What follows belongs to an exercise in optimizing a design on an open flow for small area, a short achievable clock period and few clock cycles per item; a production flow would make more cautious choices.
No functional check of the RTL was part of any run shown here.

==> flow/design.v, too long to show whole: its modules and the start of the top module <==
// module hme_fsearch: 932 lines
module hme_fsearch (
    input  wire         clk,
    input  wire         rst,
    input  wire         start,
    input  wire [4:0]   grid_rows_m1,    
    input  wire [4:0]   grid_cols_m1,    
    output reg          busy,
    output reg          done,
    output wire         ref_req,
    output wire [8:0]   ref_y,
    output wire [8:0]   ref_x,
    input  wire [127:0] ref_row,
    output wire         tgt_req,
    output wire [8:0]   tgt_y,
    output wire [8:0]   tgt_x,
    input  wire [127:0] tgt_row,
    output reg          res_valid,
    output wire [4:0]   res_mb_row,
    output wire [4:0]   res_mb_col,
    output wire [4:0]   res_dy,
    output wire [4:0]   res_dx,
    output wire [15:0]  res_cost
);
  // ...
==> flow/flow/run.sh <==
#!/bin/bash
# The standard layout (the standard.sh, unchanged scripts) with three
# layout choices:
#  - the smallest buffer (buf_1) on the ports instead of the one
#    buffer_ports picks by default;
#  - timing repair aimed at a setup slack of 15.4 ns on the 22 ns clock, so
#    that the resizer sizes up the critical paths (the clock and the
#    constraints are the design's);
#  - clock tree: sinks clustered 30 to a buffer, no dummy loads.
# Each tool's output is in the ORFS logs under orfs/logs; make's own output
# is in standard.log.
set -euo pipefail
cd "$(dirname "$0")/.."
export BUFFER_PORTS_ARGS="-buffer_cell sky130_fd_sc_hd__buf_1"
export SETUP_SLACK_MARGIN=15.4
export CTS_ARGS="-sink_clustering_enable -repair_clock_nets -sink_clustering_size 30 -sink_clustering_max_diameter 80 -dont_use_dummy_load"
bash standard.sh > standard.log 2>&1
==> flow/standard.sh <==
#!/bin/bash
# synth_recipe.tcl (not shown) runs the flow's synth.tcl, then flattens the netlist and writes it again
# the make line also repeats each setting of config.mk as NAME=value (left out here)
make -C /OpenROAD-flow-scripts/flow DESIGN_CONFIG=/design/flow/config.mk WORK_HOME=/design/flow/orfs CLKGATE_MAP_FILE= SYNTH_SCRIPT=/design/flow/synth_recipe.tcl "${@:-finish}"
==> flow/config.mk <==
export PLATFORM = sky130hd
export DESIGN_NAME = hme_fsearch
export DESIGN_NICKNAME = hme_fsearch
export VERILOG_FILES = /design/flow/design.v
export SDC_FILE = /design/flow/constraint.sdc
export NUM_CORES = 4
export LEC_CHECK = 0
export CAP_MARGIN = 20
export CORE_MARGIN = 2
export CORE_UTILIZATION = 25
export PLACE_DENSITY = 0.5
export SLEW_MARGIN = 20
==> flow/constraint.sdc <==
create_clock -name core_clock -period 22.0 [get_ports {clk}]
set_input_delay 4.4000 -clock core_clock [delete_from_list [all_inputs] [get_ports {clk}]]
set_output_delay 4.4000 -clock core_clock [all_outputs]
set_load 0.01 [all_outputs]
==> impl_metrics.env, run 1 <==
export IMPL_cp_data_arrival_time_ns=7.02
export IMPL_nonClkBufAreaFrac_pct=6.73
export IMPL_min_from="x_acc[14]"
export IMPL_insertedDiodeCount=0
export IMPL_grt_total_usage_pct=14.0
export IMPL_status="complete, no violations"
export IMPL_async_flop_share_pct=0
export IMPL_routed_via_density=4.23
export IMPL_regMostFlops="d_cs"
export IMPL_cts_buffers_inserted=23
export IMPL_syn_avg_cell_area_um2=9.40
export IMPL_hold_viol_final=0
export IMPL_io_pins=346
export IMPL_seq_area_frac_synth_pct=25.2
export IMPL_whs_ns=0.259
export IMPL_buffers_excl_clock=391
export IMPL_firstDrtPassIters=5
export IMPL_worst_pin_slew_ns=0.969
export IMPL_yosys_warnings=1
export IMPL_hold_depth=0
export IMPL_cp_depth=14
export IMPL_met3_usage_pct=1.93
export IMPL_yosys_area_share_simple_pct=11.1
==> run 2: changes to the inputs <==
--- a/flow/design.v
+++ b/flow/design.v
@@ -69,17 +69,17 @@
     wire signed [5:0] b_nx    = full_nx ? b_lo : (l_in ? e_l : e_r);
     reg               r_v, x_v, d_v;
     reg signed [5:0]  r_u;
     reg signed [4:0]  r_nx;
     reg signed [4:0]  x_dy, d_dy;
     reg signed [4:0]  x_dx, d_dx;
     reg        [3:0]  r_row, x_row, d_row;
     reg        [15:0] r_acc, x_acc, d_acc;
-    reg        [94-1:0] d_cs;
+    reg        [129-1:0] d_cs;
     wire [8:0] ty = {mb_r, 4'd0};
     wire [8:0] tx = {mb_c, 4'd0};
     assign ref_req = r_v;
     assign tgt_req = r_v;
     wire [4:0] mb_r_m1 = mb_r - 5'd1;
     wire [4:0] mb_r_p1 = mb_r + 5'd1;
     wire [4:0] mb_c_m1 = mb_c - 5'd1;
     assign ref_y   = {r_u[5] ? mb_r_m1 : (r_u[4] ? mb_r_p1 : mb_r), r_u[3:0]};
@@ -438,333 +438,339 @@
     wire ps6 = ad9[0] ^ sg[9];
     wire pc6 = ad9[0] & sg[9];
     wire ps7 = ad0[1] ^ ad1[1] ^ ad2[1];
     wire pc7 = (ad0[1] & ad1[1]) | (ad0[1] & ad2[1]) | (ad1[1] & ad2[1]);
     wire ps8 = ad3[1] ^ ad4[1] ^ ad5[1];
     wire pc8 = (ad3[1] & ad4[1]) | (ad3[1] & ad5[1]) | (ad4[1] & ad5[1]);
     wire ps9 = ad10[0] ^ sg[10] ^ ad11[0];
     wire pc9 = (ad10[0] & sg[10]) | (ad10[0] & ad11[0]) | (sg[10] & ad11[0]);
-    wire ps10 = sg[11] ^ ad12[0] ^ sg[12];
-    wire pc10 = (sg[11] & ad12[0]) | (sg[11] & sg[12]) | (ad12[0] & sg[12]);
-    wire ps11 = ad13[0] ^ sg[13] ^ ad14[0];
-    wire pc11 = (ad13[0] & sg[13]) | (ad13[0] & ad14[0]) | (sg[13] & ad14[0]);
-    wire ps12 = ad6[1] ^ ad7[1] ^ ad8[1];
-    wire pc12 = (ad6[1] & ad7[1]) | (ad6[1] & ad8[1]) | (ad7[1] & ad8[1]);
-    wire ps13 = ad9[1] ^ ad10[1] ^ ad11[1];
-    wire pc13 = (ad9[1] & ad10[1]) | (ad9[1] & ad11[1]) | (ad10[1] & ad11[1]);
-    wire ps14 = ad12[1] ^ ad13[1] ^ ad14[1];
-    wire pc14 = (ad12[1] & ad13[1]) | (ad12[1] & ad14[1]) | (ad13[1] & ad14[1]);
-    wire ps15 = ad15[1] ^ pc6 ^ pc0;
-    wire pc15 = (ad15[1] & pc6) | (ad15[1] & pc0) | (pc6 & pc0);
-    wire ps16 = pc1 ^ pc2;
-    wire pc16 = pc1 & pc2;
-    wire ps17 = ad0[2] ^ ad1[2] ^ ad2[2];
-    wire pc17 = (ad0[2] & ad1[2]) | (ad0[2] & ad2[2]) | (ad1[2] & ad2[2]);
-    wire ps18 = ad3[2] ^ ad4[2] ^ ad5[2];
-    wire pc18 = (ad3[2] & ad4[2]) | (ad3[2] & ad5[2]) | (ad4[2] & ad5[2]);
-    wire ps19 = ad6[2] ^ ad7[2] ^ ad8[2];
-    wire pc19 = (ad6[2] & ad7[2]) | (ad6[2] & ad8[2]) | (ad7[2] & ad8[2]);
-    wire ps20 = ad9[2] ^ ad10[2] ^ ad11[2];
-    wire pc20 = (ad9[2] & ad10[2]) | (ad9[2] & ad11[2]) | (ad10[2] & ad11[2]);
-    wire ps21 = ad12[2] ^ ad13[2] ^ ad14[2];
-    wire pc21 = (ad12[2] & ad13[2]) | (ad12[2] & ad14[2]) | (ad13[2] & ad14[2]);
-    wire ps22 = ad0[3] ^ ad1[3] ^ ad2[3];
-    wire pc22 = (ad0[3] & ad1[3]) | (ad0[3] & ad2[3]) | (ad1[3] & ad2[3]);
-    wire ps23 = ad3[3] ^ ad4[3] ^ ad5[3];
-    wire pc23 = (ad3[3] & ad4[3]) | (ad3[3] & ad5[3]) | (ad4[3] & ad5[3]);
-    wire ps24 = ad6[3] ^ ad7[3] ^ ad8[3];
-    wire pc24 = (ad6[3] & ad7[3]) | (ad6[3] & ad8[3]) | (ad7[3] & ad8[3]);
-    wire ps25 = ad9[3] ^ ad10[3] ^ ad11[3];
-    wire pc25 = (ad9[3] & ad10[3]) | (ad9[3] & ad11[3]) | (ad10[3] & ad11[3]);
-    wire ps26 = ad0[4] ^ ad1[4] ^ ad2[4];
-    wire pc26 = (ad0[4] & ad1[4]) | (ad0[4] & ad2[4]) | (ad1[4] & ad2[4]);
-    wire ps27 = ad3[4] ^ ad4[4] ^ ad5[4];
-    wire pc27 = (ad3[4] & ad4[4]) | (ad3[4] & ad5[4]) | (ad4[4] & ad5[4]);
-    wire ps28 = ad6[4] ^ ad7[4] ^ ad8[4];
-    wire pc28 = (ad6[4] & ad7[4]) | (ad6[4] & ad8[4]) | (ad7[4] & ad8[4]);
-    wire ps29 = ad9[4] ^ ad10[4];
-    wire pc29 = ad9[4] & ad10[4];
-    wire ps30 = ad0[5] ^ ad1[5] ^ ad2[5];
-    wire pc30 = (ad0[5] & ad1[5]) | (ad0[5] & ad2[5]) | (ad1[5] & ad2[5]);
-    wire ps31 = ad3[5] ^ ad4[5] ^ ad5[5];
-    wire pc31 = (ad3[5] & ad4[5]) | (ad3[5] & ad5[5]) | (ad4[5] & ad5[5]);
-    wire ps32 = ad6[5] ^ ad7[5] ^ ad8[5];
-    wire pc32 = (ad6[5] & ad7[5]) | (ad6[5] & ad8[5]) | (ad7[5] & ad8[5]);
-    wire ps33 = ad9[5] ^ ad10[5];
-    wire pc33 = ad9[5] & ad10[5];
-    wire ps34 = ad0[6] ^ ad1[6] ^ ad2[6];
-    wire pc34 = (ad0[6] & ad1[6]) | (ad0[6] & ad2[6]) | (ad1[6] & ad2[6]);
-    wire ps35 = ad3[6] ^ ad4[6] ^ ad5[6];
-    wire pc35 = (ad3[6] & ad4[6]) | (ad3[6] & ad5[6]) | (ad4[6] & ad5[6]);
-    wire ps36 = ad6[6] ^ ad7[6] ^ ad8[6];
-    wire pc36 = (ad6[6] & ad7[6]) | (ad6[6] & ad8[6]) | (ad7[6] & ad8[6]);
-    wire ps37 = ad9[6] ^ ad10[6];
-    wire pc37 = ad9[6] & ad10[6];
-    wire ps38 = ad0[7] ^ ad1[7] ^ ad2[7];
-    wire pc38 = (ad0[7] & ad1[7]) | (ad0[7] & ad2[7]) | (ad1[7] & ad2[7]);
-    wire ps39 = ad3[7] ^ ad4[7] ^ ad5[7];
-    wire pc39 = (ad3[7] & ad4[7]) | (ad3[7] & ad5[7]) | (ad4[7] & ad5[7]);
-    wire ps40 = ad6[7] ^ ad7[7] ^ ad8[7];
-    wire pc40 = (ad6[7] & ad7[7]) | (ad6[7] & ad8[7]) | (ad7[7] & ad8[7]);
-    wire ps41 = ad9[7] ^ ad10[7];
-    wire pc41 = ad9[7] & ad10[7];
-    wire ps42 = sg[14] ^ ad15[0] ^ sg[15];
-    wire pc42 = (sg[14] & ad15[0]) | (sg[14] & sg[15]) | (ad15[0] & sg[15]);
-    wire ps43 = pc3 ^ pc4 ^ pc5;
-    wire pc43 = (pc3 & pc4) | (pc3 & pc5) | (pc4 & pc5);
-    wire ps44 = pc9 ^ pc10;
-    wire pc44 = pc9 & pc10;
-    wire ps45 = ad15[2] ^ pc7 ^ pc8;
-    wire pc45 = (ad15[2] & pc7) | (ad15[2] & pc8) | (pc7 & pc8);
-    wire ps46 = pc12 ^ pc13 ^ pc14;
-    wire pc46 = (pc12 & pc13) | (pc12 & pc14) | (pc13 & pc14);
-    wire ps47 = ad12[3] ^ ad13[3] ^ ad14[3];
-    wire pc47 = (ad12[3] & ad13[3]) | (ad12[3] & ad14[3]) | (ad13[3] & ad14[3]);
-    wire ps48 = ad15[3] ^ pc17 ^ pc18;
-    wire pc48 = (ad15[3] & pc17) | (ad15[3] & pc18) | (pc17 & pc18);
-    wire ps49 = ad11[4] ^ ad12[4] ^ ad13[4];
-    wire pc49 = (ad11[4] & ad12[4]) | (ad11[4] & ad13[4]) | (ad12[4] & ad13[4]);
-    wire ps50 = ad14[4] ^ ad15[4] ^ ps29;
-    wire pc50 = (ad14[4] & ad15[4]) | (ad14[4] & ps29) | (ad15[4] & ps29);
-    wire ps51 = ad11[5] ^ ad12[5] ^ ad13[5];
-    wire pc51 = (ad11[5] & ad12[5]) | (ad11[5] & ad13[5]) | (ad12[5] & ad13[5]);
-    wire ps52 = ad14[5] ^ ad15[5] ^ pc29;
-    wire pc52 = (ad14[5] & ad15[5]) | (ad14[5] & pc29) | (ad15[5] & pc29);
-    wire ps53 = ad11[6] ^ ad12[6] ^ ad13[6];
-    wire pc53 = (ad11[6] & ad12[6]) | (ad11[6] & ad13[6]) | (ad12[6] & ad13[6]);
-    wire ps54 = ad14[6] ^ ad15[6] ^ pc33;
-    wire pc54 = (ad14[6] & ad15[6]) | (ad14[6] & pc33) | (ad15[6] & pc33);
-    wire ps55 = ad11[7] ^ ad12[7] ^ ad13[7];
-    wire pc55 = (ad11[7] & ad12[7]) | (ad11[7] & ad13[7]) | (ad12[7] & ad13[7]);
-    wire ps56 = ad14[7] ^ ad15[7] ^ pc37;
-    wire pc56 = (ad14[7] & ad15[7]) | (ad14[7] & pc37) | (ad15[7] & pc37);
-    wire [93:0] cs_in = {pc56, pc55, pc40, pc39, pc38, pc41, pc54, pc53, ps56, ps55, ps40, ps39, ps38, pc36, pc35, pc34, ps41, pc52, pc51, ps54, ps53, ps36, ps35, ps34, pc32, pc31, pc30, ps37, pc50, pc49, ps52, ps51, ps32, ps31, ps30, pc28, pc27, pc26, ps33, pc48, pc47, ps50, ps49, ps28, ps27, ps26, pc25, pc24, pc23, pc22, pc46, pc45, ps48, ps47, ps25, ps24, ps23, ps22, pc21, pc20, pc19, pc44, pc43, ps46, ps45, pc15, pc16, ps21, ps20, ps19, ps18, ps17, pc42, ps44, ps43, ps15, ps16, ps14, ps13, ps12, ps8, ps7, pc11, ps42, ps11, ps10, ps9, ps5, ps4, ps3, ps2, ps1, ps0, ps6};
+    wire ps10 = sg[11] ^ ad12[0];
+    wire pc10 = sg[11] & ad12[0];
+    wire ps11 = ad6[1] ^ ad7[1] ^ ad8[1];
+    wire pc11 = (ad6[1] & ad7[1]) | (ad6[1] & ad8[1]) | (ad7[1] & ad8[1]);
+    wire ps12 = ad9[1] ^ ad10[1] ^ ad11[1];
+    wire pc12 = (ad9[1] & ad10[1]) | (ad9[1] & ad11[1]) | (ad10[1] & ad11[1]);
+    wire ps13 = ad12[1] ^ ad13[1];
+    wire pc13 = ad12[1] & ad13[1];
+    wire ps14 = ad0[2] ^ ad1[2] ^ ad2[2];
+    wire pc14 = (ad0[2] & ad1[2]) | (ad0[2] & ad2[2]) | (ad1[2] & ad2[2]);
+    wire ps15 = ad3[2] ^ ad4[2] ^ ad5[2];
+    wire pc15 = (ad3[2] & ad4[2]) | (ad3[2] & ad5[2]) | (ad4[2] & ad5[2]);
+    wire ps16 = ad6[2] ^ ad7[2];
+    wire pc16 = ad6[2] & ad7[2];
+    wire ps17 = ad0[3] ^ ad1[3] ^ ad2[3];
+    wire pc17 = (ad0[3] & ad1[3]) | (ad0[3] & ad2[3]) | (ad1[3] & ad2[3]);
+    wire ps18 = ad3[3] ^ ad4[3];
+    wire pc18 = ad3[3] & ad4[3];
+    wire ps19 = ad0[4] ^ ad1[4] ^ ad2[4];
+    wire pc19 = (ad0[4] & ad1[4]) | (ad0[4] & ad2[4]) | (ad1[4] & ad2[4]);
+    wire ps20 = ad0[5] ^ ad1[5];
+    wire pc20 = ad0[5] & ad1[5];
+    wire ps21 = ad0[6] ^ ad1[6];
+    wire pc21 = ad0[6] & ad1[6];
+    wire ps22 = ad0[7] ^ ad1[7];
+    wire pc22 = ad0[7] & ad1[7];
+    wire [128:0] cs_in = {pc22, pc21, ps22, ad15[7], ad14[7], ad13[7], ad12[7], ad11[7], ad10[7], ad9[7], ad8[7], ad7[7], ad6[7], ad5[7], ad4[7], ad3[7], ad2[7], pc20, ps21, ad15[6], ad14[6], ad13[6], ad12[6], ad11[6], ad10[6], ad9[6], ad8[6], ad7[6], ad6[6], ad5[6], ad4[6], ad3[6], ad2[6], pc19, ps20, ad15[5], ad14[5], ad13[5], ad12[5], ad11[5], ad10[5], ad9[5], ad8[5], ad7[5], ad6[5], ad5[5], ad4[5], ad3[5], ad2[5], pc18, pc17, ps19, ad15[4], ad14[4], ad13[4], ad12[4], ad11[4], ad10[4], ad9[4], ad8[4], ad7[4], ad6[4], ad5[4], ad4[4], ad3[4], pc16, pc15, pc14, ps18, ps17, ad15[3], ad14[3], ad13[3], ad12[3], ad11[3], ad10[3], ad9[3], ad8[3], ad7[3], ad6[3], ad5[3], pc13, pc12, pc11, ps16, ps15, ps14, pc8, pc7, ad15[2], ad14[2], ad13[2], ad12[2], ad11[2], ad10[2], ad9[2], ad8[2], pc10, pc9, ps13, ps12, ps11, pc6, pc5, pc4, pc3, pc2, ps8, ps7, pc1, pc0, ad15[1], ad14[1], ps10, ps9, ps6, ps5, ps4, ps3, ps2, ps1, ps0, sg[15], ad15[0], sg[14], ad14[0], sg[13], ad13[0], sg[12]};
     reg        [15:0] best_cost;
     reg signed [4:0]  best_dy, best_dx;
     assign res_mb_row = mb_r;
     assign res_mb_col = mb_c;
     assign res_dy     = best_dy;
     assign res_dx     = best_dx;
     assign res_cost   = best_cost;
     wire ahead = (d_dy > best_dy) || ((d_dy == best_dy) && (d_dx > best_dx));
     wire qs0 = d_cs[0] ^ d_cs[1] ^ d_cs[2];
     wire qc0 = (d_cs[0] & d_cs[1]) | (d_cs[0] & d_cs[2]) | (d_cs[1] & d_cs[2]);
     wire qs1 = d_cs[3] ^ d_cs[4] ^ d_cs[5];
     wire qc1 = (d_cs[3] & d_cs[4]) | (d_cs[3] & d_cs[5]) | (d_cs[4] & d_cs[5]);
-    wire qs2 = d_cs[11] ^ d_cs[12] ^ d_cs[13];
-    wire qc2 = (d_cs[11] & d_cs[12]) | (d_cs[11] & d_cs[13]) | (d_cs[12] & d_cs[13]);
-    wire qs3 = d_cs[14] ^ d_cs[15] ^ d_cs[16];
-    wire qc3 = (d_cs[14] & d_cs[15]) | (d_cs[14] & d_cs[16]) | (d_cs[15] & d_cs[16]);
-    wire qs4 = d_cs[17] ^ d_cs[18] ^ d_cs[19];
-    wire qc4 = (d_cs[17] & d_cs[18]) | (d_cs[17] & d_cs[19]) | (d_cs[18] & d_cs[19]);
+    wire qs2 = d_cs[6] ^ d_cs[7];
+    wire qc2 = d_cs[6] & d_cs[7];
+    wire qs3 = d_cs[16] ^ d_cs[17] ^ d_cs[18];
+    wire qc3 = (d_cs[16] & d_cs[17]) | (d_cs[16] & d_cs[18]) | (d_cs[17] & d_cs[18]);
+    wire qs4 = d_cs[19] ^ d_cs[20] ^ d_cs[21];
+    wire qc4 = (d_cs[19] & d_cs[20]) | (d_cs[19] & d_cs[21]) | (d_cs[20] & d_cs[21]);
     wire qs5 = d_cs[22] ^ d_cs[23] ^ d_cs[24];
     wire qc5 = (d_cs[22] & d_cs[23]) | (d_cs[22] & d_cs[24]) | (d_cs[23] & d_cs[24]);
     wire qs6 = d_cs[25] ^ d_cs[26] ^ d_cs[27];
     wire qc6 = (d_cs[25] & d_cs[26]) | (d_cs[25] & d_cs[27]) | (d_cs[26] & d_cs[27]);
-    wire qs7 = d_cs[28] ^ d_cs[29] ^ d_cs[30];
-    wire qc7 = (d_cs[28] & d_cs[29]) | (d_cs[28] & d_cs[30]) | (d_cs[29] & d_cs[30]);
-    wire qs8 = d_cs[31] ^ d_cs[32];
-    wire qc8 = d_cs[31] & d_cs[32];
-    wire qs9 = d_cs[33] ^ d_cs[34] ^ d_cs[35];
-    wire qc9 = (d_cs[33] & d_cs[34]) | (d_cs[33] & d_cs[35]) | (d_cs[34] & d_cs[35]);
-    wire qs10 = d_cs[36] ^ d_cs[37] ^ d_cs[38];
-    wire qc10 = (d_cs[36] & d_cs[37]) | (d_cs[36] & d_cs[38]) | (d_cs[37] & d_cs[38]);
-    wire qs11 = d_cs[39] ^ d_cs[40] ^ d_cs[41];
-    wire qc11 = (d_cs[39] & d_cs[40]) | (d_cs[39] & d_cs[41]) | (d_cs[40] & d_cs[41]);
-    wire qs12 = d_cs[42] ^ d_cs[43] ^ d_acc[3];
-    wire qc12 = (d_cs[42] & d_cs[43]) | (d_cs[42] & d_acc[3]) | (d_cs[43] & d_acc[3]);
-    wire qs13 = d_cs[44] ^ d_cs[45] ^ d_cs[46];
-    wire qc13 = (d_cs[44] & d_cs[45]) | (d_cs[44] & d_cs[46]) | (d_cs[45] & d_cs[46]);
-    wire qs14 = d_cs[47] ^ d_cs[48] ^ d_cs[49];
-    wire qc14 = (d_cs[47] & d_cs[48]) | (d_cs[47] & d_cs[49]) | (d_cs[48] & d_cs[49]);
-    wire qs15 = d_cs[50] ^ d_cs[51] ^ d_cs[52];
-    wire qc15 = (d_cs[50] & d_cs[51]) | (d_cs[50] & d_cs[52]) | (d_cs[51] & d_cs[52]);
-    wire qs16 = d_cs[53] ^ d_cs[54] ^ d_acc[4];
-    wire qc16 = (d_cs[53] & d_cs[54]) | (d_cs[53] & d_acc[4]) | (d_cs[54] & d_acc[4]);
-    wire qs17 = d_cs[55] ^ d_cs[56] ^ d_cs[57];
-    wire qc17 = (d_cs[55] & d_cs[56]) | (d_cs[55] & d_cs[57]) | (d_cs[56] & d_cs[57]);
-    wire qs18 = d_cs[58] ^ d_cs[59] ^ d_cs[60];
-    wire qc18 = (d_cs[58] & d_cs[59]) | (d_cs[58] & d_cs[60]) | (d_cs[59] & d_cs[60]);
-    wire qs19 = d_cs[61] ^ d_cs[62] ^ d_cs[63];
-    wire qc19 = (d_cs[61] & d_cs[62]) | (d_cs[61] & d_cs[63]) | (d_cs[62] & d_cs[63]);
-    wire qs20 = d_cs[64] ^ d_cs[65] ^ d_acc[5];
-    wire qc20 = (d_cs[64] & d_cs[65]) | (d_cs[64] & d_acc[5]) | (d_cs[65] & d_acc[5]);
-    wire qs21 = d_cs[66] ^ d_cs[67] ^ d_cs[68];
-    wire qc21 = (d_cs[66] & d_cs[67]) | (d_cs[66] & d_cs[68]) | (d_cs[67] & d_cs[68]);
-    wire qs22 = d_cs[69] ^ d_cs[70] ^ d_cs[71];
-    wire qc22 = (d_cs[69] & d_cs[70]) | (d_cs[69] & d_cs[71]) | (d_cs[70] & d_cs[71]);
-    wire qs23 = d_cs[72] ^ d_cs[73] ^ d_cs[74];
-    wire qc23 = (d_cs[72] & d_cs[73]) | (d_cs[72] & d_cs[74]) | (d_cs[73] & d_cs[74]);
-    wire qs24 = d_cs[75] ^ d_cs[76] ^ d_acc[6];
-    wire qc24 = (d_cs[75] & d_cs[76]) | (d_cs[75] & d_acc[6]) | (d_cs[76] & d_acc[6]);
-    wire qs25 = d_cs[77] ^ d_cs[78] ^ d_cs[79];
-    wire qc25 = (d_cs[77] & d_cs[78]) | (d_cs[77] & d_cs[79]) | (d_cs[78] & d_cs[79]);
-    wire qs26 = d_cs[80] ^ d_cs[81] ^ d_cs[82];
-    wire qc26 = (d_cs[80] & d_cs[81]) | (d_cs[80] & d_cs[82]) | (d_cs[81] & d_cs[82]);
-    wire qs27 = d_cs[83] ^ d_cs[84] ^ d_cs[85];
-    wire qc27 = (d_cs[83] & d_cs[84]) | (d_cs[83] & d_cs[85]) | (d_cs[84] & d_cs[85]);
-    wire qs28 = d_cs[86] ^ d_cs[87] ^ d_acc[7];
-    wire qc28 = (d_cs[86] & d_cs[87]) | (d_cs[86] & d_acc[7]) | (d_cs[87] & d_acc[7]);
-    wire qs29 = d_cs[88] ^ d_cs[89] ^ d_cs[90];
-    wire qc29 = (d_cs[88] & d_cs[89]) | (d_cs[88] & d_cs[90]) | (d_cs[89] & d_cs[90]);
-    wire qs30 = d_cs[91] ^ d_cs[92];
-    wire qc30 = d_cs[91] & d_cs[92];
-    wire qs31 = d_cs[6] ^ d_cs[7] ^ d_cs[8];
-    wire qc31 = (d_cs[6] & d_cs[7]) | (d_cs[6] & d_cs[8]) | (d_cs[7] & d_cs[8]);
-    wire qs32 = d_cs[9] ^ d_cs[10];
-    wire qc32 = d_cs[9] & d_cs[10];
-    wire qs33 = d_cs[20] ^ d_cs[21] ^ d_acc[1];
-    wire qc33 = (d_cs[20] & d_cs[21]) | (d_cs[20] & d_acc[1]) | (d_cs[21] & d_acc[1]);
-    wire qs34 = ~best_cost[1] ^ qc0 ^ qc1;
-    wire qc34 = (~best_cost[1] & qc0) | (~best_cost[1] & qc1) | (qc0 & qc1);
-    wire qs35 = qs2 ^ qs3;
-    wire qc35 = qs2 & qs3;
-    wire qs36 = d_acc[2] ^ ~best_cost[2] ^ qs8;
-    wire qc36 = (d_acc[2] & ~best_cost[2]) | (d_acc[2] & qs8) | (~best_cost[2] & qs8);
-    wire qs37 = qc2 ^ qc3 ^ qc4;
-    wire qc37 = (qc2 & qc3) | (qc2 & qc4) | (qc3 & qc4);
-    wire qs38 = qs5 ^ qs6 ^ qs7;
-    wire qc38 = (qs5 & qs6) | (qs5 & qs7) | (qs6 & qs7);
-    wire qs39 = ~best_cost[3] ^ qc8 ^ qc5;
-    wire qc39 = (~best_cost[3] & qc8) | (~best_cost[3] & qc5) | (qc8 & qc5);
-    wire qs40 = qc6 ^ qc7 ^ qs9;
-    wire qc40 = (qc6 & qc7) | (qc6 & qs9) | (qc7 & qs9);
-    wire qs41 = qs10 ^ qs11 ^ qs12;
-    wire qc41 = (qs10 & qs11) | (qs10 & qs12) | (qs11 & qs12);
-    wire qs42 = ~best_cost[4] ^ qc9 ^ qc10;
-    wire qc42 = (~best_cost[4] & qc9) | (~best_cost[4] & qc10) | (qc9 & qc10);
-    wire qs43 = qc11 ^ qc12 ^ qs13;
-    wire qc43 = (qc11 & qc12) | (qc11 & qs13) | (qc12 & qs13);
-    wire qs44 = qs14 ^ qs15 ^ qs16;
-    wire qc44 = (qs14 & qs15) | (qs14 & qs16) | (qs15 & qs16);
-    wire qs45 = ~best_cost[5] ^ qc13 ^ qc14;
-    wire qc45 = (~best_cost[5] & qc13) | (~best_cost[5] & qc14) | (qc13 & qc14);
-    wire qs46 = qc15 ^ qc16 ^ qs17;
-    wire qc46 = (qc15 & qc16) | (qc15 & qs17) | (qc16 & qs17);
-    wire qs47 = qs18 ^ qs19 ^ qs20;
-    wire qc47 = (qs18 & qs19) | (qs18 & qs20) | (qs19 & qs20);
-    wire qs48 = ~best_cost[6] ^ qc17 ^ qc18;
-    wire qc48 = (~best_cost[6] & qc17) | (~best_cost[6] & qc18) | (qc17 & qc18);
-    wire qs49 = qc19 ^ qc20 ^ qs21;
-    wire qc49 = (qc19 & qc20) | (qc19 & qs21) | (qc20 & qs21);
-    wire qs50 = qs22 ^ qs23 ^ qs24;
-    wire qc50 = (qs22 & qs23) | (qs22 & qs24) | (qs23 & qs24);
-    wire qs51 = ~best_cost[7] ^ qc21 ^ qc22;
-    wire qc51 = (~best_cost[7] & qc21) | (~best_cost[7] & qc22) | (qc21 & qc22);
-    wire qs52 = qc23 ^ qc24 ^ qs25;
-    wire qc52 = (qc23 & qc24) | (qc23 & qs25) | (qc24 & qs25);
-    wire qs53 = qs26 ^ qs27 ^ qs28;
-    wire qc53 = (qs26 & qs27) | (qs26 & qs28) | (qs27 & qs28);
-    wire qs54 = d_cs[93] ^ d_acc[8] ^ ~best_cost[8];
-    wire qc54 = (d_cs[93] & d_acc[8]) | (d_cs[93] & ~best_cost[8]) | (d_acc[8] & ~best_cost[8]);
-    wire qs55 = qs30 ^ qc25 ^ qc26;
-    wire qc55 = (qs30 & qc25) | (qs30 & qc26) | (qc25 & qc26);
-    wire qs56 = qc27 ^ qc28 ^ qs29;
-    wire qc56 = (qc27 & qc28) | (qc27 & qs29) | (qc28 & qs29);
-    wire qs57 = d_acc[9] ^ ~best_cost[9];
-    wire qc57 = d_acc[9] & ~best_cost[9];
-    wire qs58 = d_acc[0] ^ ~best_cost[0] ^ qs32;
-    wire qc58 = (d_acc[0] & ~best_cost[0]) | (d_acc[0] & qs32) | (~best_cost[0] & qs32);
-    wire qs59 = qc32 ^ qc31 ^ qs4;
-    wire qc59 = (qc32 & qc31) | (qc32 & qs4) | (qc31 & qs4);
-    wire qs60 = qs33 ^ qs35;
-    wire qc60 = qs33 & qs35;
-    wire qs61 = qc33 ^ qc35 ^ qs36;
-    wire qc61 = (qc33 & qc35) | (qc33 & qs36) | (qc35 & qs36);
-    wire qs62 = qc34 ^ qs37 ^ qs38;
-    wire qc62 = (qc34 & qs37) | (qc34 & qs38) | (qs37 & qs38);
-    wire qs63 = qc36 ^ qc37 ^ qs39;
-    wire qc63 = (qc36 & qc37) | (qc36 & qs39) | (qc37 & qs39);
-    wire qs64 = qc38 ^ qs40 ^ qs41;
-    wire qc64 = (qc38 & qs40) | (qc38 & qs41) | (qs40 & qs41);
-    wire qs65 = qc39 ^ qs42 ^ qc40;
-    wire qc65 = (qc39 & qs42) | (qc39 & qc40) | (qs42 & qc40);
-    wire qs66 = qc41 ^ qs43 ^ qs44;
-    wire qc66 = (qc41 & qs43) | (qc41 & qs44) | (qs43 & qs44);
-    wire qs67 = qc42 ^ qs45 ^ qc43;
-    wire qc67 = (qc42 & qs45) | (qc42 & qc43) | (qs45 & qc43);
-    wire qs68 = qc44 ^ qs46 ^ qs47;
-    wire qc68 = (qc44 & qs46) | (qc44 & qs47) | (qs46 & qs47);
-    wire qs69 = qc45 ^ qs48 ^ qc46;
-    wire qc69 = (qc45 & qs48) | (qc45 & qc46) | (qs48 & qc46);
-    wire qs70 = qc47 ^ qs49 ^ qs50;
-    wire qc70 = (qc47 & qs49) | (qc47 & qs50) | (qs49 & qs50);
-    wire qs71 = qc48 ^ qs51 ^ qc49;
-    wire qc71 = (qc48 & qs51) | (qc48 & qc49) | (qs51 & qc49);
-    wire qs72 = qc50 ^ qs52 ^ qs53;
-    wire qc72 = (qc50 & qs52) | (qc50 & qs53) | (qs52 & qs53);
-    wire qs73 = qs54 ^ qc51 ^ qs55;
-    wire qc73 = (qs54 & qc51) | (qs54 & qs55) | (qc51 & qs55);
-    wire qs74 = qc52 ^ qc53 ^ qs56;
-    wire qc74 = (qc52 & qc53) | (qc52 & qs56) | (qc53 & qs56);
-    wire qs75 = qc30 ^ qs57 ^ qc29;
-    wire qc75 = (qc30 & qs57) | (qc30 & qc29) | (qs57 & qc29);
-    wire qs76 = qc54 ^ qc55 ^ qc56;
-    wire qc76 = (qc54 & qc55) | (qc54 & qc56) | (qc55 & qc56);
-    wire qs77 = d_acc[10] ^ ~best_cost[10];
-    wire qc77 = d_acc[10] & ~best_cost[10];
-    wire qs78 = qs0 ^ qs1;
-    wire qc78 = qs0 & qs1;
-    wire qs79 = qc58 ^ qs34 ^ qs59;
-    wire qc79 = (qc58 & qs34) | (qc58 & qs59) | (qs34 & qs59);
-    wire qs80 = qc59 ^ qc60 ^ qs61;
-    wire qc80 = (qc59 & qc60) | (qc59 & qs61) | (qc60 & qs61);
-    wire qs81 = qc61 ^ qs63 ^ qc62;
-    wire qc81 = (qc61 & qs63) | (qc61 & qc62) | (qs63 & qc62);
-    wire qs82 = qc63 ^ qs65 ^ qc64;
-    wire qc82 = (qc63 & qs65) | (qc63 & qc64) | (qs65 & qc64);
-    wire qs83 = qc65 ^ qs67 ^ qc66;
-    wire qc83 = (qc65 & qs67) | (qc65 & qc66) | (qs67 & qc66);
-    wire qs84 = qc67 ^ qs69 ^ qc68;
-    wire qc84 = (qc67 & qs69) | (qc67 & qc68) | (qs69 & qc68);
-    wire qs85 = qc69 ^ qs71 ^ qc70;
-    wire qc85 = (qc69 & qs71) | (qc69 & qc70) | (qs71 & qc70);
-    wire qs86 = qc71 ^ qs73 ^ qc72;
-    wire qc86 = (qc71 & qs73) | (qc71 & qc72) | (qs73 & qc72);
-    wire qs87 = qs75 ^ qc73 ^ qs76;
-    wire qc87 = (qs75 & qc73) | (qs75 & qs76) | (qc73 & qs76);
-    wire qs88 = qc57 ^ qs77 ^ qc75;
-    wire qc88 = (qc57 & qs77) | (qc57 & qc75) | (qs77 & qc75);
-    wire qs89 = d_acc[11] ^ ~best_cost[11];
-    wire qc89 = d_acc[11] & ~best_cost[11];
-    wire qs90 = qs31 ^ qs58;
-    wire qc90 = qs31 & qs58;
-    wire qs91 = qc78 ^ qs60 ^ qs79;
-    wire qc91 = (qc78 & qs60) | (qc78 & qs79) | (qs60 & qs79);
-    wire qs92 = qc79 ^ qs62 ^ qs80;
-    wire qc92 = (qc79 & qs62) | (qc79 & qs80) | (qs62 & qs80);
-    wire qs93 = qs64 ^ qc80 ^ qs81;
-    wire qc93 = (qs64 & qc80) | (qs64 & qs81) | (qc80 & qs81);
-    wire qs94 = qs66 ^ qc81 ^ qs82;
-    wire qc94 = (qs66 & qc81) | (qs66 & qs82) | (qc81 & qs82);
-    wire qs95 = qs68 ^ qc82 ^ qs83;
-    wire qc95 = (qs68 & qc82) | (qs68 & qs83) | (qc82 & qs83);
-    wire qs96 = qs70 ^ qc83 ^ qs84;
-    wire qc96 = (qs70 & qc83) | (qs70 & qs84) | (qc83 & qs84);
-    wire qs97 = qs72 ^ qc84 ^ qs85;
-    wire qc97 = (qs72 & qc84) | (qs72 & qs85) | (qc84 & qs85);
-    wire qs98 = qs74 ^ qc85 ^ qs86;
-    wire qc98 = (qs74 & qc85) | (qs74 & qs86) | (qc85 & qs86);
-    wire qs99 = qc74 ^ qc86 ^ qs87;
-    wire qc99 = (qc74 & qc86) | (qc74 & qs87) | (qc86 & qs87);
-    wire qs100 = qc76 ^ qs88 ^ qc87;
-    wire qc100 = (qc76 & qs88) | (qc76 & qc87) | (qs88 & qc87);
-    wire qs101 = qc77 ^ qs89 ^ qc88;
-    wire qc101 = (qc77 & qs89) | (qc77 & qc88) | (qs89 & qc88);
-    wire qs102 = d_acc[12] ^ ~best_cost[12] ^ qc89;
-    wire qc102 = (d_acc[12] & ~best_cost[12]) | (d_acc[12] & qc89) | (~best_cost[12] & qc89);
-    wire qs103 = d_acc[13] ^ ~best_cost[13];
-    wire qc103 = d_acc[13] & ~best_cost[13];
-    wire qs104 = d_acc[14] ^ ~best_cost[14];
-    wire qc104 = d_acc[14] & ~best_cost[14];
-    wire qs105 = d_acc[15] ^ ~best_cost[15];
-    wire qc105 = d_acc[15] & ~best_cost[15];
-    wire [16:0] lt_a = {qc105, qs105, qs104, qs103, qs102, qs101, qs100, qs99, qs98, qs97, qs96, qs95, qs94, qs93, qs92, qs91, qs78};
-    wire [16:0] lt_b = {1'b0, qc104, qc103, qc102, qc101, qc100, qc99, qc98, qc97, qc96, qc95, qc94, qc93, qc92, qc91, qc90, qs90};
+    wire qs7 = d_cs[32] ^ d_cs[33] ^ d_cs[34];
+    wire qc7 = (d_cs[32] & d_cs[33]) | (d_cs[32] & d_cs[34]) | (d_cs[33] & d_cs[34]);
+    wire qs8 = d_cs[35] ^ d_cs[36] ^ d_cs[37];
+    wire qc8 = (d_cs[35] & d_cs[36]) | (d_cs[35] & d_cs[37]) | (d_cs[36] & d_cs[37]);
+    wire qs9 = d_cs[38] ^ d_cs[39] ^ d_cs[40];
+    wire qc9 = (d_cs[38] & d_cs[39]) | (d_cs[38] & d_cs[40]) | (d_cs[39] & d_cs[40]);
+    wire qs10 = d_cs[41] ^ d_cs[42] ^ d_cs[43];
+    wire qc10 = (d_cs[41] & d_cs[42]) | (d_cs[41] & d_cs[43]) | (d_cs[42] & d_cs[43]);
+    wire qs11 = d_cs[44] ^ d_cs[45];
+    wire qc11 = d_cs[44] & d_cs[45];
+    wire qs12 = d_cs[48] ^ d_cs[49] ^ d_cs[50];
+    wire qc12 = (d_cs[48] & d_cs[49]) | (d_cs[48] & d_cs[50]) | (d_cs[49] & d_cs[50]);
+    wire qs13 = d_cs[51] ^ d_cs[52] ^ d_cs[53];
+    wire qc13 = (d_cs[51] & d_cs[52]) | (d_cs[51] & d_cs[53]) | (d_cs[52] & d_cs[53]);
+    wire qs14 = d_cs[54] ^ d_cs[55] ^ d_cs[56];
+    wire qc14 = (d_cs[54] & d_cs[55]) | (d_cs[54] & d_cs[56]) | (d_cs[55] & d_cs[56]);
+    wire qs15 = d_cs[57] ^ d_cs[58] ^ d_cs[59];
+    wire qc15 = (d_cs[57] & d_cs[58]) | (d_cs[57] & d_cs[59]) | (d_cs[58] & d_cs[59]);
+    wire qs16 = d_cs[60] ^ d_cs[61] ^ d_cs[62];
+    wire qc16 = (d_cs[60] & d_cs[61]) | (d_cs[60] & d_cs[62]) | (d_cs[61] & d_cs[62]);
+    wire qs17 = d_cs[64] ^ d_cs[65] ^ d_cs[66];
+    wire qc17 = (d_cs[64] & d_cs[65]) | (d_cs[64] & d_cs[66]) | (d_cs[65] & d_cs[66]);
+    wire qs18 = d_cs[67] ^ d_cs[68] ^ d_cs[69];
+    wire qc18 = (d_cs[67] & d_cs[68]) | (d_cs[67] & d_cs[69]) | (d_cs[68] & d_cs[69]);
+    wire qs19 = d_cs[70] ^ d_cs[71] ^ d_cs[72];
+    wire qc19 = (d_cs[70] & d_cs[71]) | (d_cs[70] & d_cs[72]) | (d_cs[71] & d_cs[72]);
+    wire qs20 = d_cs[73] ^ d_cs[74] ^ d_cs[75];
+    wire qc20 = (d_cs[73] & d_cs[74]) | (d_cs[73] & d_cs[75]) | (d_cs[74] & d_cs[75]);
+    wire qs21 = d_cs[76] ^ d_cs[77] ^ d_cs[78];
+    wire qc21 = (d_cs[76] & d_cs[77]) | (d_cs[76] & d_cs[78]) | (d_cs[77] & d_cs[78]);
+    wire qs22 = d_cs[80] ^ d_cs[81] ^ d_cs[82];
+    wire qc22 = (d_cs[80] & d_cs[81]) | (d_cs[80] & d_cs[82]) | (d_cs[81] & d_cs[82]);
+    wire qs23 = d_cs[83] ^ d_cs[84] ^ d_cs[85];
+    wire qc23 = (d_cs[83] & d_cs[84]) | (d_cs[83] & d_cs[85]) | (d_cs[84] & d_cs[85]);
+    wire qs24 = d_cs[86] ^ d_cs[87] ^ d_cs[88];
+    wire qc24 = (d_cs[86] & d_cs[87]) | (d_cs[86] & d_cs[88]) | (d_cs[87] & d_cs[88]);
+    wire qs25 = d_cs[89] ^ d_cs[90] ^ d_cs[91];
+    wire qc25 = (d_cs[89] & d_cs[90]) | (d_cs[89] & d_cs[91]) | (d_cs[90] & d_cs[91]);
+    wire qs26 = d_cs[92] ^ d_cs[93] ^ d_cs[94];
+    wire qc26 = (d_cs[92] & d_cs[93]) | (d_cs[92] & d_cs[94]) | (d_cs[93] & d_cs[94]);
+    wire qs27 = d_cs[96] ^ d_cs[97] ^ d_cs[98];
+    wire qc27 = (d_cs[96] & d_cs[97]) | (d_cs[96] & d_cs[98]) | (d_cs[97] & d_cs[98]);
+    wire qs28 = d_cs[99] ^ d_cs[100] ^ d_cs[101];
+    wire qc28 = (d_cs[99] & d_cs[100]) | (d_cs[99] & d_cs[101]) | (d_cs[100] & d_cs[101]);
+    wire qs29 = d_cs[102] ^ d_cs[103] ^ d_cs[104];
+    wire qc29 = (d_cs[102] & d_cs[103]) | (d_cs[102] & d_cs[104]) | (d_cs[103] & d_cs[104]);
+    wire qs30 = d_cs[105] ^ d_cs[106] ^ d_cs[107];
+    wire qc30 = (d_cs[105] & d_cs[106]) | (d_cs[105] & d_cs[107]) | (d_cs[106] & d_cs[107]);
+    wire qs31 = d_cs[108] ^ d_cs[109] ^ d_cs[110];
+    wire qc31 = (d_cs[108] & d_cs[109]) | (d_cs[108] & d_cs[110]) | (d_cs[109] & d_cs[110]);
+    wire qs32 = d_cs[112] ^ d_cs[113] ^ d_cs[114];
+    wire qc32 = (d_cs[112] & d_cs[113]) | (d_cs[112] & d_cs[114]) | (d_cs[113] & d_cs[114]);
+    wire qs33 = d_cs[115] ^ d_cs[116] ^ d_cs[117];
+    wire qc33 = (d_cs[115] & d_cs[116]) | (d_cs[115] & d_cs[117]) | (d_cs[116] & d_cs[117]);
+    wire qs34 = d_cs[118] ^ d_cs[119] ^ d_cs[120];
+    wire qc34 = (d_cs[118] & d_cs[119]) | (d_cs[118] & d_cs[120]) | (d_cs[119] & d_cs[120]);
+    wire qs35 = d_cs[121] ^ d_cs[122] ^ d_cs[123];
+    wire qc35 = (d_cs[121] & d_cs[122]) | (d_cs[121] & d_cs[123]) | (d_cs[122] & d_cs[123]);
+    wire qs36 = d_cs[124] ^ d_cs[125] ^ d_cs[126];
+    wire qc36 = (d_cs[124] & d_cs[125]) | (d_cs[124] & d_cs[126]) | (d_cs[125] & d_cs[126]);
+    wire qs37 = d_cs[8] ^ d_cs[9] ^ d_cs[10];
+    wire qc37 = (d_cs[8] & d_cs[9]) | (d_cs[8] & d_cs[10]) | (d_cs[9] & d_cs[10]);
+    wire qs38 = d_cs[11] ^ d_cs[12] ^ d_cs[13];
+    wire qc38 = (d_cs[11] & d_cs[12]) | (d_cs[11] & d_cs[13]) | (d_cs[12] & d_cs[13]);
+    wire qs39 = d_cs[28] ^ d_cs[29] ^ d_cs[30];
+    wire qc39 = (d_cs[28] & d_cs[29]) | (d_cs[28] & d_cs[30]) | (d_cs[29] & d_cs[30]);
+    wire qs40 = d_cs[31] ^ d_acc[1] ^ ~best_cost[1];
+    wire qc40 = (d_cs[31] & d_acc[1]) | (d_cs[31] & ~best_cost[1]) | (d_acc[1] & ~best_cost[1]);
+    wire qs41 = qs3 ^ qs4 ^ qs5;
+    wire qc41 = (qs3 & qs4) | (qs3 & qs5) | (qs4 & qs5);
+    wire qs42 = d_cs[46] ^ d_cs[47] ^ d_acc[2];
+    wire qc42 = (d_cs[46] & d_cs[47]) | (d_cs[46] & d_acc[2]) | (d_cs[47] & d_acc[2]);
+    wire qs43 = ~best_cost[2] ^ qs7 ^ qs8;
+    wire qc43 = (~best_cost[2] & qs7) | (~best_cost[2] & qs8) | (qs7 & qs8);
+    wire qs44 = qs9 ^ qs10 ^ qs11;
+    wire qc44 = (qs9 & qs10) | (qs9 & qs11) | (qs10 & qs11);
+    wire qs45 = qc3 ^ qc4;
+    wire qc45 = qc3 & qc4;
+    wire qs46 = d_cs[63] ^ d_acc[3] ^ ~best_cost[3];
+    wire qc46 = (d_cs[63] & d_acc[3]) | (d_cs[63] & ~best_cost[3]) | (d_acc[3] & ~best_cost[3]);
+    wire qs47 = qs12 ^ qs13 ^ qs14;
+    wire qc47 = (qs12 & qs13) | (qs12 & qs14) | (qs13 & qs14);
+    wire qs48 = qs15 ^ qs16 ^ qc7;
+    wire qc48 = (qs15 & qs16) | (qs15 & qc7) | (qs16 & qc7);
+    wire qs49 = qc8 ^ qc9 ^ qc10;
+    wire qc49 = (qc8 & qc9) | (qc8 & qc10) | (qc9 & qc10);
+    wire qs50 = d_cs[79] ^ d_acc[4] ^ ~best_cost[4];
+    wire qc50 = (d_cs[79] & d_acc[4]) | (d_cs[79] & ~best_cost[4]) | (d_acc[4] & ~best_cost[4]);
+    wire qs51 = qs17 ^ qs18 ^ qs19;
+    wire qc51 = (qs17 & qs18) | (qs17 & qs19) | (qs18 & qs19);
+    wire qs52 = qs20 ^ qs21 ^ qc12;
+    wire qc52 = (qs20 & qs21) | (qs20 & qc12) | (qs21 & qc12);
+    wire qs53 = qc13 ^ qc14 ^ qc15;
+    wire qc53 = (qc13 & qc14) | (qc13 & qc15) | (qc14 & qc15);
+    wire qs54 = d_cs[95] ^ d_acc[5] ^ ~best_cost[5];
+    wire qc54 = (d_cs[95] & d_acc[5]) | (d_cs[95] & ~best_cost[5]) | (d_acc[5] & ~best_cost[5]);
+    wire qs55 = qs22 ^ qs23 ^ qs24;
+    wire qc55 = (qs22 & qs23) | (qs22 & qs24) | (qs23 & qs24);
+    wire qs56 = qs25 ^ qs26 ^ qc17;
+    wire qc56 = (qs25 & qs26) | (qs25 & qc17) | (qs26 & qc17);
+    wire qs57 = qc18 ^ qc19 ^ qc20;
+    wire qc57 = (qc18 & qc19) | (qc18 & qc20) | (qc19 & qc20);
+    wire qs58 = d_cs[111] ^ d_acc[6] ^ ~best_cost[6];
+    wire qc58 = (d_cs[111] & d_acc[6]) | (d_cs[111] & ~best_cost[6]) | (d_acc[6] & ~best_cost[6]);
+    wire qs59 = qs27 ^ qs28 ^ qs29;
+    wire qc59 = (qs27 & qs28) | (qs27 & qs29) | (qs28 & qs29);
+    wire qs60 = qs30 ^ qs31 ^ qc22;
+    wire qc60 = (qs30 & qs31) | (qs30 & qc22) | (qs31 & qc22);
+    wire qs61 = qc23 ^ qc24 ^ qc25;
+    wire qc61 = (qc23 & qc24) | (qc23 & qc25) | (qc24 & qc25);
+    wire qs62 = d_cs[127] ^ d_acc[7] ^ ~best_cost[7];
+    wire qc62 = (d_cs[127] & d_acc[7]) | (d_cs[127] & ~best_cost[7]) | (d_acc[7] & ~best_cost[7]);
+    wire qs63 = qs32 ^ qs33 ^ qs34;
+    wire qc63 = (qs32 & qs33) | (qs32 & qs34) | (qs33 & qs34);
+    wire qs64 = qs35 ^ qs36 ^ qc27;
+    wire qc64 = (qs35 & qs36) | (qs35 & qc27) | (qs36 & qc27);
+    wire qs65 = qc28 ^ qc29 ^ qc30;
+    wire qc65 = (qc28 & qc29) | (qc28 & qc30) | (qc29 & qc30);
+    wire qs66 = d_cs[128] ^ d_acc[8] ^ ~best_cost[8];
+    wire qc66 = (d_cs[128] & d_acc[8]) | (d_cs[128] & ~best_cost[8]) | (d_acc[8] & ~best_cost[8]);
+    wire qs67 = qc32 ^ qc33;
+    wire qc67 = qc32 & qc33;
+    wire qs68 = d_cs[14] ^ d_cs[15] ^ d_acc[0];
+    wire qc68 = (d_cs[14] & d_cs[15]) | (d_cs[14] & d_acc[0]) | (d_cs[15] & d_acc[0]);
+    wire qs69 = ~best_cost[0] ^ qs0;
+    wire qc69 = ~best_cost[0] & qs0;
+    wire qs70 = qs6 ^ qc0 ^ qc1;
+    wire qc70 = (qs6 & qc0) | (qs6 & qc1) | (qc0 & qc1);
+    wire qs71 = qc2 ^ qs39 ^ qs40;
+    wire qc71 = (qc2 & qs39) | (qc2 & qs40) | (qs39 & qs40);
+    wire qs72 = qs41 ^ qc37;
+    wire qc72 = qs41 & qc37;
+    wire qs73 = qc5 ^ qc6 ^ qs42;
+    wire qc73 = (qc5 & qc6) | (qc5 & qs42) | (qc6 & qs42);
+    wire qs74 = qs43 ^ qs44 ^ qs45;
+    wire qc74 = (qs43 & qs44) | (qs43 & qs45) | (qs44 & qs45);
+    wire qs75 = qc39 ^ qc40 ^ qc41;
+    wire qc75 = (qc39 & qc40) | (qc39 & qc41) | (qc40 & qc41);
+    wire qs76 = qc11 ^ qs46 ^ qs47;
+    wire qc76 = (qc11 & qs46) | (qc11 & qs47) | (qs46 & qs47);
+    wire qs77 = qs48 ^ qs49 ^ qc42;
+    wire qc77 = (qs48 & qs49) | (qs48 & qc42) | (qs49 & qc42);
+    wire qs78 = qc43 ^ qc44 ^ qc45;
+    wire qc78 = (qc43 & qc44) | (qc43 & qc45) | (qc44 & qc45);
+    wire qs79 = qc16 ^ qs50 ^ qs51;
+    wire qc79 = (qc16 & qs50) | (qc16 & qs51) | (qs50 & qs51);
+    wire qs80 = qs52 ^ qs53 ^ qc46;
+    wire qc80 = (qs52 & qs53) | (qs52 & qc46) | (qs53 & qc46);
+    wire qs81 = qc47 ^ qc48 ^ qc49;
+    wire qc81 = (qc47 & qc48) | (qc47 & qc49) | (qc48 & qc49);
+    wire qs82 = qc21 ^ qs54 ^ qs55;
+    wire qc82 = (qc21 & qs54) | (qc21 & qs55) | (qs54 & qs55);
+    wire qs83 = qs56 ^ qs57 ^ qc50;
+    wire qc83 = (qs56 & qs57) | (qs56 & qc50) | (qs57 & qc50);
+    wire qs84 = qc51 ^ qc52 ^ qc53;
+    wire qc84 = (qc51 & qc52) | (qc51 & qc53) | (qc52 & qc53);
+    wire qs85 = qc26 ^ qs58 ^ qs59;
+    wire qc85 = (qc26 & qs58) | (qc26 & qs59) | (qs58 & qs59);
+    wire qs86 = qs60 ^ qs61 ^ qc54;
+    wire qc86 = (qs60 & qs61) | (qs60 & qc54) | (qs61 & qc54);
+    wire qs87 = qc55 ^ qc56 ^ qc57;
+    wire qc87 = (qc55 & qc56) | (qc55 & qc57) | (qc56 & qc57);
+    wire qs88 = qc31 ^ qs62 ^ qs63;
+    wire qc88 = (qc31 & qs62) | (qc31 & qs63) | (qs62 & qs63);
+    wire qs89 = qs64 ^ qs65 ^ qc58;
+    wire qc89 = (qs64 & qs65) | (qs64 & qc58) | (qs65 & qc58);
+    wire qs90 = qc59 ^ qc60 ^ qc61;
+    wire qc90 = (qc59 & qc60) | (qc59 & qc61) | (qc60 & qc61);
+    wire qs91 = qc34 ^ qc35 ^ qc36;
+    wire qc91 = (qc34 & qc35) | (qc34 & qc36) | (qc35 & qc36);
+    wire qs92 = qs66 ^ qs67 ^ qc62;
+    wire qc92 = (qs66 & qs67) | (qs66 & qc62) | (qs67 & qc62);
+    wire qs93 = qc63 ^ qc64 ^ qc65;
+    wire qc93 = (qc63 & qc64) | (qc63 & qc65) | (qc64 & qc65);
+    wire qs94 = d_acc[9] ^ ~best_cost[9];
+    wire qc94 = d_acc[9] & ~best_cost[9];
+    wire qs95 = qs1 ^ qs2 ^ qs37;
+    wire qc95 = (qs1 & qs2) | (qs1 & qs37) | (qs2 & qs37);
+    wire qs96 = qc38 ^ qs70 ^ qs71;
+    wire qc96 = (qc38 & qs70) | (qc38 & qs71) | (qs70 & qs71);
+    wire qs97 = qs72 ^ qc68;
+    wire qc97 = qs72 & qc68;
+    wire qs98 = qs73 ^ qs74 ^ qs75;
+    wire qc98 = (qs73 & qs74) | (qs73 & qs75) | (qs74 & qs75);
+    wire qs99 = qc70 ^ qc71 ^ qc72;
+    wire qc99 = (qc70 & qc71) | (qc70 & qc72) | (qc71 & qc72);
+    wire qs100 = qs76 ^ qs77 ^ qs78;
+    wire qc100 = (qs76 & qs77) | (qs76 & qs78) | (qs77 & qs78);
+    wire qs101 = qc73 ^ qc74 ^ qc75;
+    wire qc101 = (qc73 & qc74) | (qc73 & qc75) | (qc74 & qc75);
+    wire qs102 = qs79 ^ qs80 ^ qs81;
+    wire qc102 = (qs79 & qs80) | (qs79 & qs81) | (qs80 & qs81);
+    wire qs103 = qc76 ^ qc77 ^ qc78;
+    wire qc103 = (qc76 & qc77) | (qc76 & qc78) | (qc77 & qc78);
+    wire qs104 = qs82 ^ qs83 ^ qs84;
+    wire qc104 = (qs82 & qs83) | (qs82 & qs84) | (qs83 & qs84);
+    wire qs105 = qc79 ^ qc80 ^ qc81;
+    wire qc105 = (qc79 & qc80) | (qc79 & qc81) | (qc80 & qc81);
+    wire qs106 = qs85 ^ qs86 ^ qs87;
+    wire qc106 = (qs85 & qs86) | (qs85 & qs87) | (qs86 & qs87);
+    wire qs107 = qc82 ^ qc83 ^ qc84;
+    wire qc107 = (qc82 & qc83) | (qc82 & qc84) | (qc83 & qc84);
+    wire qs108 = qs88 ^ qs89 ^ qs90;
+    wire qc108 = (qs88 & qs89) | (qs88 & qs90) | (qs89 & qs90);
+    wire qs109 = qc85 ^ qc86 ^ qc87;
+    wire qc109 = (qc85 & qc86) | (qc85 & qc87) | (qc86 & qc87);
+    wire qs110 = qs91 ^ qs92 ^ qs93;
+    wire qc110 = (qs91 & qs92) | (qs91 & qs93) | (qs92 & qs93);
+    wire qs111 = qc88 ^ qc89 ^ qc90;
+    wire qc111 = (qc88 & qc89) | (qc88 & qc90) | (qc89 & qc90);
+    wire qs112 = qc66 ^ qc67 ^ qs94;
+    wire qc112 = (qc66 & qc67) | (qc66 & qs94) | (qc67 & qs94);
+    wire qs113 = qc91 ^ qc92 ^ qc93;
+    wire qc113 = (qc91 & qc92) | (qc91 & qc93) | (qc92 & qc93);
+    wire qs114 = d_acc[10] ^ ~best_cost[10];
+    wire qc114 = d_acc[10] & ~best_cost[10];
+    wire qs115 = qs38 ^ qs68;
+    wire qc115 = qs38 & qs68;
+    wire qs116 = qc69 ^ qs96 ^ qs97;
+    wire qc116 = (qc69 & qs96) | (qc69 & qs97) | (qs96 & qs97);
+    wire qs117 = qs98 ^ qs99 ^ qc96;
+    wire qc117 = (qs98 & qs99) | (qs98 & qc96) | (qs99 & qc96);
+    wire qs118 = qs100 ^ qs101 ^ qc98;
+    wire qc118 = (qs100 & qs101) | (qs100 & qc98) | (qs101 & qc98);
+    wire qs119 = qs102 ^ qs103 ^ qc100;
+    wire qc119 = (qs102 & qs103) | (qs102 & qc100) | (qs103 & qc100);
+    wire qs120 = qs104 ^ qs105 ^ qc102;
+    wire qc120 = (qs104 & qs105) | (qs104 & qc102) | (qs105 & qc102);
+    wire qs121 = qs106 ^ qs107 ^ qc104;
+    wire qc121 = (qs106 & qs107) | (qs106 & qc104) | (qs107 & qc104);
+    wire qs122 = qs108 ^ qs109 ^ qc106;
+    wire qc122 = (qs108 & qs109) | (qs108 & qc106) | (qs109 & qc106);
+    wire qs123 = qs110 ^ qs111 ^ qc108;
+    wire qc123 = (qs110 & qs111) | (qs110 & qc108) | (qs111 & qc108);
+    wire qs124 = qs112 ^ qs113 ^ qc110;
+    wire qc124 = (qs112 & qs113) | (qs112 & qc110) | (qs113 & qc110);
+    wire qs125 = qc94 ^ qs114 ^ qc112;
+    wire qc125 = (qc94 & qs114) | (qc94 & qc112) | (qs114 & qc112);
+    wire qs126 = d_acc[11] ^ ~best_cost[11];
+    wire qc126 = d_acc[11] & ~best_cost[11];
+    wire qs127 = qs69 ^ qs95;
+    wire qc127 = qs69 & qs95;
+    wire qs128 = qc95 ^ qs116 ^ qc115;
+    wire qc128 = (qc95 & qs116) | (qc95 & qc115) | (qs116 & qc115);
+    wire qs129 = qc97 ^ qs117 ^ qc116;
+    wire qc129 = (qc97 & qs117) | (qc97 & qc116) | (qs117 & qc116);
+    wire qs130 = qc99 ^ qs118 ^ qc117;
+    wire qc130 = (qc99 & qs118) | (qc99 & qc117) | (qs118 & qc117);
+    wire qs131 = qc101 ^ qs119 ^ qc118;
+    wire qc131 = (qc101 & qs119) | (qc101 & qc118) | (qs119 & qc118);
+    wire qs132 = qc103 ^ qs120 ^ qc119;
+    wire qc132 = (qc103 & qs120) | (qc103 & qc119) | (qs120 & qc119);
+    wire qs133 = qc105 ^ qs121 ^ qc120;
+    wire qc133 = (qc105 & qs121) | (qc105 & qc120) | (qs121 & qc120);
+    wire qs134 = qc107 ^ qs122 ^ qc121;
+    wire qc134 = (qc107 & qs122) | (qc107 & qc121) | (qs122 & qc121);
+    wire qs135 = qc109 ^ qs123 ^ qc122;
+    wire qc135 = (qc109 & qs123) | (qc109 & qc122) | (qs123 & qc122);
+    wire qs136 = qc111 ^ qs124 ^ qc123;
+    wire qc136 = (qc111 & qs124) | (qc111 & qc123) | (qs124 & qc123);
+    wire qs137 = qc113 ^ qs125 ^ qc124;
+    wire qc137 = (qc113 & qs125) | (qc113 & qc124) | (qs125 & qc124);
+    wire qs138 = qc114 ^ qs126 ^ qc125;
+    wire qc138 = (qc114 & qs126) | (qc114 & qc125) | (qs126 & qc125);
+    wire qs139 = d_acc[12] ^ ~best_cost[12] ^ qc126;
+    wire qc139 = (d_acc[12] & ~best_cost[12]) | (d_acc[12] & qc126) | (~best_cost[12] & qc126);
+    wire qs140 = d_acc[13] ^ ~best_cost[13];
+    wire qc140 = d_acc[13] & ~best_cost[13];
+    wire qs141 = d_acc[14] ^ ~best_cost[14];
+    wire qc141 = d_acc[14] & ~best_cost[14];
+    wire qs142 = d_acc[15] ^ ~best_cost[15];
+    wire qc142 = d_acc[15] & ~best_cost[15];
+    wire [16:0] lt_a = {qc142, qs142, qs141, qs140, qs139, qs138, qs137, qs136, qs135, qs134, qs133, qs132, qs131, qs130, qs129, qs128, qs115};
+    wire [16:0] lt_b = {1'b0, qc141, qc140, qc139, qc138, qc137, qc136, qc135, qc134, qc133, qc132, qc131, qc130, qc129, qc128, qc127, qs127};
     wire [16:0] lose_t = lt_a + lt_b + {16'd0, !ahead};
     wire as0 = lt_a[0] ^ lt_b[0] ^ best_cost[0];
     wire ac0 = (lt_a[0] & lt_b[0]) | (lt_a[0] & best_cost[0]) | (lt_b[0] & best_cost[0]);
     wire as1 = lt_a[1] ^ lt_b[1] ^ best_cost[1];
     wire ac1 = (lt_a[1] & lt_b[1]) | (lt_a[1] & best_cost[1]) | (lt_b[1] & best_cost[1]);
     wire as2 = lt_a[2] ^ lt_b[2] ^ best_cost[2];
     wire ac2 = (lt_a[2] & lt_b[2]) | (lt_a[2] & best_cost[2]) | (lt_b[2] & best_cost[2]);
     wire as3 = lt_a[3] ^ lt_b[3] ^ best_cost[3];
==> flow/flow/run.sh (replaced) <==
#!/bin/bash
# The standard layout (the standard.sh, unchanged scripts) with three
# layout choices:
#  - the smallest buffer (buf_1) on the ports instead of the one
#    buffer_ports picks by default;
#  - timing repair aimed at a setup slack of 15.2 ns on the 22 ns clock, so
#    that the resizer sizes up the critical paths (the clock and the
#    constraints are the design's);
#  - clock tree: sinks clustered 30 to a buffer, no dummy loads.
# Each tool's output is in the ORFS logs under orfs/logs; make's own output
# is in standard.log.
set -euo pipefail
cd "$(dirname "$0")/.."
export BUFFER_PORTS_ARGS="-buffer_cell sky130_fd_sc_hd__buf_1"
export SETUP_SLACK_MARGIN=15.2
export CTS_ARGS="-sink_clustering_enable -repair_clock_nets -sink_clustering_size 30 -sink_clustering_max_diameter 80 -dont_use_dummy_load"
bash standard.sh > standard.log 2>&1
==> run 2 against run 1 <==
Net effect: clock skew decreased by 0.0063 ns; synthesized area increased by 4.4%; first-iteration DRC count increased by 37%; die area increased by 4.4%; synthesized cell count increased by 6.1%; still clean; setup slack got worse by 0.072 ns.
==> impl_metrics.env, run 2 <==
export IMPL_status="complete, no violations"
export IMPL_cp_top_family="compound AO/OA/AOI/OAI gates"
export IMPL_synth_most_common_cell="inv_1"
export IMPL_hold_viol_final=0
export IMPL_drc=0
export IMPL_cp_depth=13
export IMPL_regMostFlops="d_cs"
export IMPL_crit_path_top_delay_cell="a21oi_1"
export IMPL_cp_start_kind="input port"
export IMPL_critPathCaptureType="flip-flop"
export IMPL_grt_total_usage_pct=13.2
export IMPL_whs_ns=0.312
export IMPL_cp_max_fo=8
export IMPL_synth_compound_area_share_pct=10.1
export IMPL_drt_iter0_markers=691
export IMPL_io_pins=346
export IMPL_clkSinkCount=301
export IMPL_critPathRequiredTime_ns=22.45
export IMPL_setup_slack_ns=15.41
export IMPL_max_clock_path_buffers=3
export IMPL_seq_area_frac_synth_pct=27.3
export IMPL_wl_met1_mm=26.4
export IMPL_fp_row_count=109
export IMPL_period_needed_ns=6.59
export IMPL_clock_skew_ns=0.0887
export IMPL_r2r_start="d_cs[96]"
export IMPL_async_flop_share_pct=0
export IMPL_cts_buffers_inserted=26
export IMPL_yosys_area_top_type_share_pct=25.9
export IMPL_yosys_warnings=1
export IMPL_die_w_um=304
export IMPL_insertedDiodeCount=0
export IMPL_crit_type="input port to flip-flop"
export IMPL_cp_buffers_inverters=2
export IMPL_layout_common_cells="452 x inv_1, 341 x buf_1, 291 x dfxtp_1, 255 x ha_1, 195 x xnor2_1"
export IMPL_root_buffer="clkbuf_16"
export IMPL_synth_edff_count=10
export IMPL_wl_met2_mm=31.3
export IMPL_numPortBuffers=341
export IMPL_worst_pin_slew_ns=0.988
export IMPL_hold_path_class="flip-flop to flip-flop"
export IMPL_layout_commonest_cell="inv_1"
export IMPL_drive_above_1_share_pct=3.71
export IMPL_finalSetupTns_ns=0
export IMPL_postCtsHoldBufs=0
export IMPL_grt_pass1_vias=16658
export IMPL_firstDrtPassIters=5
export IMPL_cts_tree="built"
export IMPL_setup_viol=0
export IMPL_cap_viol_max_count=0
export IMPL_syn_avg_cell_area_um2=9.25
export IMPL_cp_data_arrival_time_ns=7.04
export IMPL_netlist_area_um2=22500
export IMPL_grt_setup_unrepaired="true"
export IMPL_routed_via_density=4.21
export IMPL_vias=16491
export IMPL_synthXorXnorAreaFrac_pct=12.9
export IMPL_htreeDepth=1
export IMPL_wirelength_mm=61.1
export IMPL_avgRoutedWirePerCell_um=15.6
export IMPL_yosys_area_share_simple_pct=10.6
export IMPL_gp_congestion=0.861
export IMPL_clock_latency_ns=0.59
## run 2: changes by cell type in the layout (fill, tap and decap cells not counted), moves of 19 or more
cell / before / now
o21bai_2: 24 / 0
buf_4: 43 / 11
o21bai_1: 12 / 47
a21oi_1: 77 / 126
inv_1: 354 / 452
xnor2_2: 27 / 0
a21oi_2: 27 / 7
xnor2_1: 176 / 195
ha_1: 229 / 255
dfxtp_1: 255 / 291
## run 2: how the worst min path moves through the flow
| stage | startpoint | to | slack, ns | cells past startpoint |
|---|---|---|---|---|
| 3_3_place_gp | r_acc[14] | x_acc[14] | 0.31 | 0 |
| 5_1_grt | r_acc[9] | x_acc[9] | 0.31 | 0 |
| 2_1_floorplan | x_acc[0] | d_acc[0] | 0.31 | 0 |
| 6_report | r_acc[9] | x_acc[9] | 0.31 | 0 |
| 4_1_cts | r_acc[9] | x_acc[9] | 0.31 | 0 |
| 3_5_place_dp | x_dx[3] | d_dx[3] | 0.31 | 0 |
## run 2: final cells by class
type | instances | area (um2) | share of cell area (%)
well taps | 1165 | 1460 | 5.64
flip-flops and latches | 301 | 6130 | 23.7
repair buffers | 355 | 1430 | 5.54
clock buffers | 26 | 651 | 2.52
inverters | 456 | 1710 | 6.62
multi-input cells | 1612 | 14500 | 56.0
## run 2: cell families (layout without fill, tap and decap cells)
family / count (synthesis) / after routing
compound gates: 350 / 350
mux: 43 / 43
fa+ha+maj: 411 / 411
xor+xnor: 325 / 325
other cells: 1 / 4
buf+inv: 519 / 837
flops: 301 / 301
simple gates: 479 / 479
## run 2: what timing repair did
action	4_1_cts	5_1_grt
pin swaps	2	4
setup buffers	2	4
gates resized for setup	14	20
hold endpoints to repair	0	0
cloned	0	2
setup endpoints to repair	35	31
## run 2: worst reg2reg max path, delay by kind of cell, from the launching register on
kind            cells  cell delay (ns)
buf+inv             3             0.28
fa+ha+maj           7             3.53
flops               1             0.31
compound gates      6             1.44
simple gates        3             0.90
## run 2: metal layers
metal / up-vias / track usage, %
met5: - / 0
li1: 8401 / -
met4: 0 / 1.77
met3: 44 / 2.17
met2: 340 / 24.5
met1: 7706 / 16.1
## run 2: stage by stage
| stage | std cells | instance area [um2] |
|---|---|---|
| global route | 3915 | 25900 |
| global placement | 3881 | 25000 |
| floorplan | 2432 | 22500 |
| finish | 3915 | 25900 |
| CTS | 3909 | 25700 |
| detailed placement | 3881 | 25000 |

==> static timing again, ports no longer ideal <==
The flow's constraints put no driver on any port. The routed layouts listed below were extracted and timed again, unchanged, in two steps.
Step 1: set_driving_cell puts a clkbuf_16 on clk and a buf_2 on each other input, an assumption about the parent block.
Step 2 adds t to the input delays and takes it off the output delays; t is the mean of the earliest and latest rising clock arrival at the registers after step 1. Input paths then give back, and output paths get back, about the clock's delay inside the block.
Three values: ideal, step 1, step 2; two values: the first two.
run	t, ns	setup WS [ns]	slew at the worst register clock pin (ns)	worst slew at a driven data input, ns
run 1	0.611	15.482 / 15.520 / 14.911	0.11 / 0.11	0.07
run 2	0.606	15.410 / 15.431 / 14.838	0.09 / 0.09	0.07
After both steps setup and hold are still met in every run listed. The setup slack of run 2, which loses most, moves by +0.021 ns with the drivers and by -0.572 ns with both steps.
